From an optimization exercise on the open Yosys and OpenROAD flow, aimed at small area, a short achievable clock period and few clock cycles per item; shortcuts taken in it are not production practice. At most, simulation tests tie the RTL to the original design; equivalence was not proved. Power figures rest on the tool's default switching activity, not on a simulated workload.

==> flow/design.v <==
module depkt_core (
    input  wire        clk,
    input  wire        rst,
    input  wire        cfg_strict_f,
    input  wire        cfg_zero_byte,
    input  wire        in_valid,
    output wire        in_ready,
    input  wire [31:0] in_data,
    input  wire [2:0]  in_cnt,
    input  wire        in_last,
    output wire        out_valid,
    input  wire        out_ready,
    output reg  [31:0] out_data,
    output reg  [2:0]  out_cnt,
    output wire        res_valid,
    output wire [2:0]  res_cause,
    output wire [4:0]  res_flags
);
    localparam [2:0] C_OK         = 3'd0;
    localparam [2:0] C_SHORT      = 3'd1;
    localparam [2:0] C_FBIT       = 3'd2;
    localparam [2:0] C_TRUNC_DON  = 3'd3;
    localparam [2:0] C_TRUNC_SIZE = 3'd4;
    localparam [2:0] C_TRUNC_EXTRA= 3'd5;
    localparam [2:0] C_ZERO_SIZE  = 3'd6;
    localparam [2:0] C_TRUNC_UNIT = 3'd7;
    localparam [2:0] S_IDLE  = 3'd0;    
    localparam [2:0] S_COPY  = 3'd1;    
    localparam [2:0] S_DRAIN = 3'd2;    
    localparam [2:0] S_SZ    = 3'd3;    
    localparam [2:0] S_HDR   = 3'd4;    
    localparam [2:0] S_UNIT  = 3'd5;    
    localparam [2:0] S_RES   = 3'd6;    
    localparam [2:0] S_SKIP  = 3'd7;    
    reg  [2:0]  st;
    reg  [1:0]  p;           
    reg  [3:0]  e;           
    reg  [1:0]  ph;          
    reg  [1:0]  at;          
    reg  [15:0] remain;      
    reg  [2:0]  err;         
    reg  [4:0]  flags;
    reg         ufbit;       
    function [4:0] classify(input [4:0] t);
        case (t)
            5'd1: classify = 5'b01000;    
            5'd5: classify = 5'b10000;    
            5'd6: classify = 5'b00100;    
            5'd7: classify = 5'b00001;    
            5'd8: classify = 5'b00010;    
            default: classify = 5'b00000;
        endcase
    endfunction
    function [3:0] runl(input [1:0] a);
        runl = (a == 2'd2) ? 4'd5 : (a == 2'd3) ? 4'd6 : 4'd2;
    endfunction
    wire [7:0] b0 = in_data[7:0];
    wire [7:0] b1 = in_data[15:8];
    wire [4:0] t0 = b0[4:0];
    wire is_single = (t0 != 5'd0) && (t0[4:3] != 2'b11);
    wire is_ag     = (t0[4:2] == 3'b110);
    wire is_fu     = (t0[4:1] == 4'b1110);
    wire is_fub    = t0[0];
    wire fu_start  = b1[7];
    wire [2:0] idle_err = (in_last && !in_cnt[2] && !(in_cnt[1] && in_cnt[0])) ? C_SHORT :
                          (cfg_strict_f && b0[7])                            ? C_FBIT :
                          (is_fu && is_fub && in_last && in_cnt == 3'd3)     ? C_TRUNC_DON : C_OK;
    wire [1:0]  sh = p;
    reg  [31:0] shifted;
    always @(*) begin
        case (sh)
            2'd0: shifted = in_data;
            2'd1: shifted = {8'hxx, in_data[31:8]};
            2'd2: shifted = {16'hxxxx, in_data[31:16]};
            default: shifted = {24'hxxxxxx, in_data[31:24]};
        endcase
    end
    wire [7:0] hsel = shifted[7:0];    
    reg  [3:0] zbl;
    integer i;
    always @(*)
        for (i = 0; i < 4; i = i + 1)
            zbl[i] = (in_data[8*i +: 5] == 5'd6) || (in_data[8*i +: 5] == 5'd7) ||
                     (in_data[8*i +: 5] == 5'd8);
    wire       zb4  = cfg_zero_byte && zbl[p];
    wire [3:0] cnt4    = {1'b0, in_cnt};
    wire [3:0] cnt1h   = {in_cnt[2], !in_cnt[2] && in_cnt[1] && in_cnt[0],
                          !in_cnt[2] && in_cnt[1] && !in_cnt[0], !in_cnt[2] && !in_cnt[1]};
    wire       e_hi    = e[3] || e[2];
    wire       seg_all = e_hi || (cnt1h[2] && e[1] && e[0]) || (cnt1h[1] && e[1]) ||
                         (cnt1h[0] && (e[1] || e[0]));
    wire       seg_end = (e == 4'd0) || (cnt1h[3] && (!e[3] && !(e[2] && (e[1] || e[0])))) ||
                         (cnt1h[2] && !e_hi) || (cnt1h[1] && !e_hi && !(e[1] && e[0])) ||
                         (cnt1h[0] && !e_hi && !e[1]);
    reg  [2:0] avail;
    always @(*) begin
        case ({in_cnt, p})
            5'b100_00: avail = 3'd4;
            5'b100_01, 5'b011_00: avail = 3'd3;
            5'b100_10, 5'b011_01, 5'b010_00: avail = 3'd2;
            default: avail = 3'd1;
        endcase
    end
    wire [2:0] seg_n   = (e[3:2] == 2'b00 || e == 4'd4) ? e[2:0] - {1'b0, p} : avail;
    wire [15:0] size_next = {(ph == 2'd0) ? shifted[7:0] : remain[15:8],
                             (ph == 2'd0) ? ((p != 2'd3) ? shifted[15:8] : remain[7:0]) :
                             (ph == 2'd1) ? shifted[7:0] : remain[7:0]};
    wire        rem_zero  = (remain == 16'd0);
    wire [15:0] remain_dec = remain + {14'h3fff, p};      
    reg        emit;         
    reg        prefix;       
    reg        fuhdr;        
    reg        bdone;        
    reg  [2:0] ncopy;        
    always @(*) begin
        emit   = 1'b0;
        prefix = 1'b0;
        fuhdr  = 1'b0;
        bdone  = 1'b0;
        ncopy  = avail;
        case (st)
            S_IDLE: begin
                emit   = is_single || (is_fu && fu_start);
                prefix = is_single;
                fuhdr  = is_fu && fu_start;
            end
            S_COPY: begin
                emit  = 1'b1;
                bdone = 1'b1;
            end
            S_DRAIN, S_SKIP: bdone = 1'b1;
            S_SZ:    bdone = seg_all;
            S_HDR: begin
                emit   = !rem_zero;
                prefix = 1'b1;
            end
            S_UNIT: begin
                emit   = 1'b1;
                ncopy  = seg_n;
                bdone  = seg_all;
            end
            default: ;
        endcase
    end
    wire active = in_valid && (st != S_RES);
    wire wants  = (st == S_IDLE) || (st == S_COPY) || (st == S_HDR) || (st == S_UNIT);
    wire fire   = active && (!wants || out_ready);
    wire ending = fire && bdone && in_last;
    assign out_valid = in_valid && (((st == S_IDLE) && (is_single || (is_fu && fu_start))) ||
                                    (st == S_COPY) || (st == S_UNIT) ||
                                    ((st == S_HDR) && !rem_zero));
    assign in_ready  = in_valid && (((st == S_COPY) && out_ready) || (st == S_DRAIN) || (st == S_SKIP) ||
                                    ((st == S_SZ) && seg_all) ||
                                    ((st == S_UNIT) && seg_all && out_ready));
    assign res_valid = (st == S_RES) || (st == S_COPY && in_valid && in_last && out_ready);
    assign res_cause = (st != S_RES) ? C_OK :
                       (err == C_TRUNC_UNIT && rem_zero) ? C_ZERO_SIZE : err;
    assign res_flags = (st == S_RES && err != C_OK) ? 5'd0 : flags;
    wire       sel_pre = (st == S_IDLE) || (st == S_HDR);
    wire       sel_e   = (st == S_UNIT) && (e[3:2] == 2'b00 || e == 4'd4);
    wire [2:0] emp     = e[2:0] - {1'b0, p};
    wire       big     = zb4 || ((st == S_IDLE) && t0[4] && t0[3]);
    wire [7:0] lane3   = (st == S_IDLE) ? ((t0[4] && t0[3]) ? {b0[7:5], b1[4:0]} : 8'h01) :
                         (st == S_HDR)  ? 8'h01 : in_data[31:24];
    always @(*) begin
        out_data[31:24] = lane3;
        out_data[23:16] = sel_pre ? {7'd0, !zb4} : shifted[23:16];
        out_data[15:0]  = sel_pre ? 16'd0 : shifted[15:0];
        out_cnt         = sel_pre ? {big, !big, !big} : sel_e ? emp : avail;
    end
    reg [2:0] end_cause;
    always @(*) begin
        case (st)
            S_IDLE: end_cause = idle_err;
            S_SZ:   end_cause = (in_cnt == {1'b0, p}) ? C_OK :      
                                seg_end ? C_TRUNC_UNIT :
                                (ph == 2'd0 && avail == 3'd1) ? C_TRUNC_SIZE :
                                C_TRUNC_EXTRA;
            S_UNIT: end_cause = !seg_end ? C_TRUNC_UNIT : ufbit ? C_FBIT : C_OK;
            default: end_cause = err;
        endcase
    end
    wire [4:0] cls = classify((st == S_IDLE && is_fu) ? b1[4:0] : hsel[4:0]);
    wire       do_cls = (st == S_IDLE) ? (is_single || (is_fu && fu_start)) : (st == S_HDR);
    always @(posedge clk) begin
        if (rst) begin
            st <= S_IDLE;
            p  <= 2'd0;
        end else if (st == S_RES) begin
            st <= S_IDLE;
        end else if (fire) begin
            if (do_cls || st == S_IDLE)
                flags <= ((st == S_IDLE) ? 5'd0 : flags) | (do_cls ? cls : 5'd0);
            case (st)
                S_IDLE: begin
                    err <= idle_err;
                    ph  <= 2'd0;
                    at  <= t0[1:0];
                    if (is_single)
                        st <= S_COPY;
                    else if (is_fu) begin
                        if (is_fub)
                            st <= S_SKIP;
                        else begin
                            st <= S_COPY;
                            p  <= 2'd2;
                        end
                    end else if (is_ag) begin
                        st <= S_SZ;
                        if (t0[1:0] == 2'd0) begin
                            p <= 2'd1;
                            e <= 4'd3;
                        end else begin
                            p <= 2'd3;
                            e <= 4'd3 + runl(t0[1:0]);
                        end
                    end else
                        st <= S_DRAIN;
                    if (idle_err != C_OK)
                        st <= S_DRAIN;
                end
                S_SKIP:
                    st <= S_COPY;
                S_SZ: begin
                    remain <= size_next;
                    if (seg_end) begin
                        st <= S_HDR;
                        p  <= e[1:0];
                    end else begin
                        e  <= e - 4'd4;
                        ph <= (ph == 2'd0 && p == 2'd3) ? 2'd1 : 2'd2;
                    end
                end
                S_HDR: begin
                    ufbit <= cfg_strict_f && hsel[7];
                    e     <= (remain[15:3] != 13'd0) ? 4'hf : {2'b00, p} + {1'b0, remain[2:0]};
                    if (rem_zero) begin
                        err <= C_ZERO_SIZE;
                        st  <= S_DRAIN;
                    end else
                        st <= S_UNIT;
                end
                S_UNIT: begin
                    if (seg_end) begin
                        ph <= 2'd0;
                        p  <= e[1:0];
                        e  <= (seg_all ? 4'd0 : {2'b00, e[1:0]}) + runl(at);
                        if (ufbit) begin
                            err <= C_FBIT;
                            st  <= S_DRAIN;
                        end else
                            st <= S_SZ;
                    end else begin
                        if (!in_last)
                            remain <= remain_dec;
                        e <= (remain_dec[15:3] != 13'd0) ? 4'hf : {1'b0, remain_dec[2:0]};
                    end
                end
                default: ;
            endcase
            if (bdone)
                p <= 2'd0;
            if (ending && st != S_COPY) begin
                st  <= S_RES;
                err <= end_cause;
            end else if (ending)
                st <= S_IDLE;
        end
    end
endmodule
module rtp_h264_depkt32 (
    input  wire        clk,
    input  wire        rst,
    input  wire        cfg_strict_f,
    input  wire        cfg_zero_byte,
    input  wire        in_valid,
    output wire        in_ready,
    input  wire [31:0] in_data,
    input  wire [2:0]  in_cnt,
    input  wire        in_last,
    output wire        out_valid,
    input  wire        out_ready,
    output wire [31:0] out_data,
    output wire [2:0]  out_cnt,
    output wire        res_valid,
    output wire [2:0]  res_cause,
    output wire [4:0]  res_flags
);
    depkt_core core (
        .clk(clk), .rst(rst),
        .cfg_strict_f(cfg_strict_f), .cfg_zero_byte(cfg_zero_byte),
        .in_valid(in_valid), .in_ready(in_ready), .in_data(in_data), .in_cnt(in_cnt),
        .in_last(in_last),
        .out_valid(out_valid), .out_ready(out_ready), .out_data(out_data), .out_cnt(out_cnt),
        .res_valid(res_valid), .res_cause(res_cause), .res_flags(res_flags)
    );
endmodule
==> flow/config.mk <==
export PLATFORM = sky130hd
export DESIGN_NAME = rtp_h264_depkt32
export DESIGN_NICKNAME = rtp_h264_depkt32
export VERILOG_FILES = /design/flow/design.v
export SDC_FILE = /design/flow/constraint.sdc
export NUM_CORES = 4
export LEC_CHECK = 0
export ABC_AREA = 1
export CAP_MARGIN = 20
export CORE_MARGIN = 2
export CORE_UTILIZATION = 40
export SETUP_SLACK_MARGIN = 2
export SLEW_MARGIN = 20
==> flow/constraint.sdc <==
create_clock -name core_clock -period 7.0 [get_ports {clk}]
set_input_delay 1.4000 -clock core_clock [delete_from_list [all_inputs] [get_ports {clk}]]
set_output_delay 1.4000 -clock core_clock [all_outputs]
set_load 0.01 [all_outputs]
standard.sh (not shown) runs the stock make flow with config.mk's settings and CLKGATE_MAP_FILE= SYNTH_SCRIPT=/design/flow/synth_recipe.tcl, a recipe that flattens the netlist after the stock synthesis.
==> flow/flow/run.sh <==
#!/bin/bash
# The standard layout (standard.sh) with two changes:
#  - ABC maps for area (map -a) in synthesis: ORFS's scripts are copied and
#    their abc_area.script replaced with flow/abc_area.script (ABC_AREA is
#    set in config.mk); synthesis is otherwise the standard flow's own, so the registers
#    and their names are the standard synthesis's;
#  - the port buffers are buf_2 cells instead of the default delay buffers.
# The make output goes to standard.log; each step's log is under orfs/logs.
set -euo pipefail
rm -rf scripts_abc
cp -r "$FLOW_HOME/scripts" scripts_abc
cp flow/abc_area.script scripts_abc/abc_area.script
export SCRIPTS_DIR="$PWD/scripts_abc"
export BUFFER_PORTS_ARGS="-buffer_cell sky130_fd_sc_hd__buf_2"
bash standard.sh > standard.log 2>&1
==> flow/flow/abc_area.script <==
strash
dch
map -a
topo
stime -c
buffer -c
upsize -c
dnsize -c
The baseline produced a clean layout.
Testbench counts at the start, summed over its fixed seeds: cycles 48,649, in bytes 177,094.
Rerun with:
--- a/flow/design.v
+++ b/flow/design.v
@@ -35,4 +35,6 @@
     reg  [2:0]  st;
     reg  [1:0]  p;           
+    reg  [3:0]  p1h;         
+    reg  [1:0]  pn;          
     reg  [3:0]  e;           
     reg  [1:0]  ph;          
@@ -67,13 +69,8 @@
                           (is_fu && is_fub && in_last && in_cnt == 3'd3)     ? C_TRUNC_DON : C_OK;
     wire [1:0]  sh = p;
-    reg  [31:0] shifted;
-    always @(*) begin
-        case (sh)
-            2'd0: shifted = in_data;
-            2'd1: shifted = {8'hxx, in_data[31:8]};
-            2'd2: shifted = {16'hxxxx, in_data[31:16]};
-            default: shifted = {24'hxxxxxx, in_data[31:24]};
-        endcase
-    end
+    wire [31:0] shifted = ({32{p1h[0]}} & in_data) |
+                          ({32{p1h[1]}} & {8'h00, in_data[31:8]}) |
+                          ({32{p1h[2]}} & {16'h0000, in_data[31:16]}) |
+                          ({32{p1h[3]}} & {24'h000000, in_data[31:24]});
     wire [7:0] hsel = shifted[7:0];    
     reg  [3:0] zbl;
@@ -83,5 +80,5 @@
             zbl[i] = (in_data[8*i +: 5] == 5'd6) || (in_data[8*i +: 5] == 5'd7) ||
                      (in_data[8*i +: 5] == 5'd8);
-    wire       zb4  = cfg_zero_byte && zbl[p];
+    wire       zb4  = cfg_zero_byte && |(zbl & p1h);
     wire [3:0] cnt4    = {1'b0, in_cnt};
     wire [3:0] cnt1h   = {in_cnt[2], !in_cnt[2] && in_cnt[1] && in_cnt[0],
@@ -184,7 +181,8 @@
     wire       do_cls = (st == S_IDLE) ? (is_single || (is_fu && fu_start)) : (st == S_HDR);
     always @(posedge clk) begin
+        pn = p;
         if (rst) begin
             st <= S_IDLE;
-            p  <= 2'd0;
+            pn  = 2'd0;
         end else if (st == S_RES) begin
             st <= S_IDLE;
@@ -204,13 +202,13 @@
                         else begin
                             st <= S_COPY;
-                            p  <= 2'd2;
+                            pn  = 2'd2;
                         end
                     end else if (is_ag) begin
                         st <= S_SZ;
                         if (t0[1:0] == 2'd0) begin
-                            p <= 2'd1;
+                            pn = 2'd1;
                             e <= 4'd3;
                         end else begin
-                            p <= 2'd3;
+                            pn = 2'd3;
                             e <= 4'd3 + runl(t0[1:0]);
                         end
@@ -226,5 +224,5 @@
                     if (seg_end) begin
                         st <= S_HDR;
-                        p  <= e[1:0];
+                        pn  = e[1:0];
                     end else begin
                         e  <= e - 4'd4;
@@ -244,5 +242,5 @@
                     if (seg_end) begin
                         ph <= 2'd0;
-                        p  <= e[1:0];
+                        pn  = e[1:0];
                         e  <= (seg_all ? 4'd0 : {2'b00, e[1:0]}) + runl(at);
                         if (ufbit) begin
@@ -260,5 +258,5 @@
             endcase
             if (bdone)
-                p <= 2'd0;
+                pn = 2'd0;
             if (ending && st != S_COPY) begin
                 st  <= S_RES;
@@ -267,4 +265,6 @@
                 st <= S_IDLE;
         end
+        p   <= pn;
+        p1h <= 4'b0001 << pn;
     end
 endmodule
After rerunning:
- The new run ran to the end with no violations
- clock skew went up by 0.010 ns
- design area is higher by 1.9%
- first-iteration DRC count fell by 22%
- total power grows by 26%
- register-to-register slack improved by 0.31 ns
- count of clock-buffer cells in the layout went down by 1
- via count came out higher by 2.4%
- worst setup slack gets worse by 0.13 ns
- hold slack gets worse by 0.020 ns
Only the layout flow was run in the second run of this note; the RTL was not checked for function there.

-- static timing again, ports no longer ideal --
How much do the figures lean on ideal ports? The routed layouts below were timed once more, with nothing changed but the port constraints.
Step 1, drivers: a clkbuf_16 drives clk and a buf_2 each remaining input, both assumed.
Step 2 also shifts input and output timing later by t, the mid clock arrival at the registers, as if the neighbouring blocks saw the same clock.
Slacks: no drivers / after step 1 / after step 2; pairs: no drivers / after step 1.
run | shift t [ns] | slack for setup (ns) | hold WS [ns] | cell pins on the clock port's net
the first run | 0.329 | 2.700 / 2.662 / 2.738 | 0.582 / 0.582 / 0.582 | 1
the second run | 0.332 | 2.574 / 2.549 / 2.549 | 0.562 / 0.562 / 0.562 | 1
After both steps setup and hold are still met in every run listed. For the second run, which loses most, drivers alone change the setup slack by -0.025 ns; drivers and shift together by -0.025 ns.
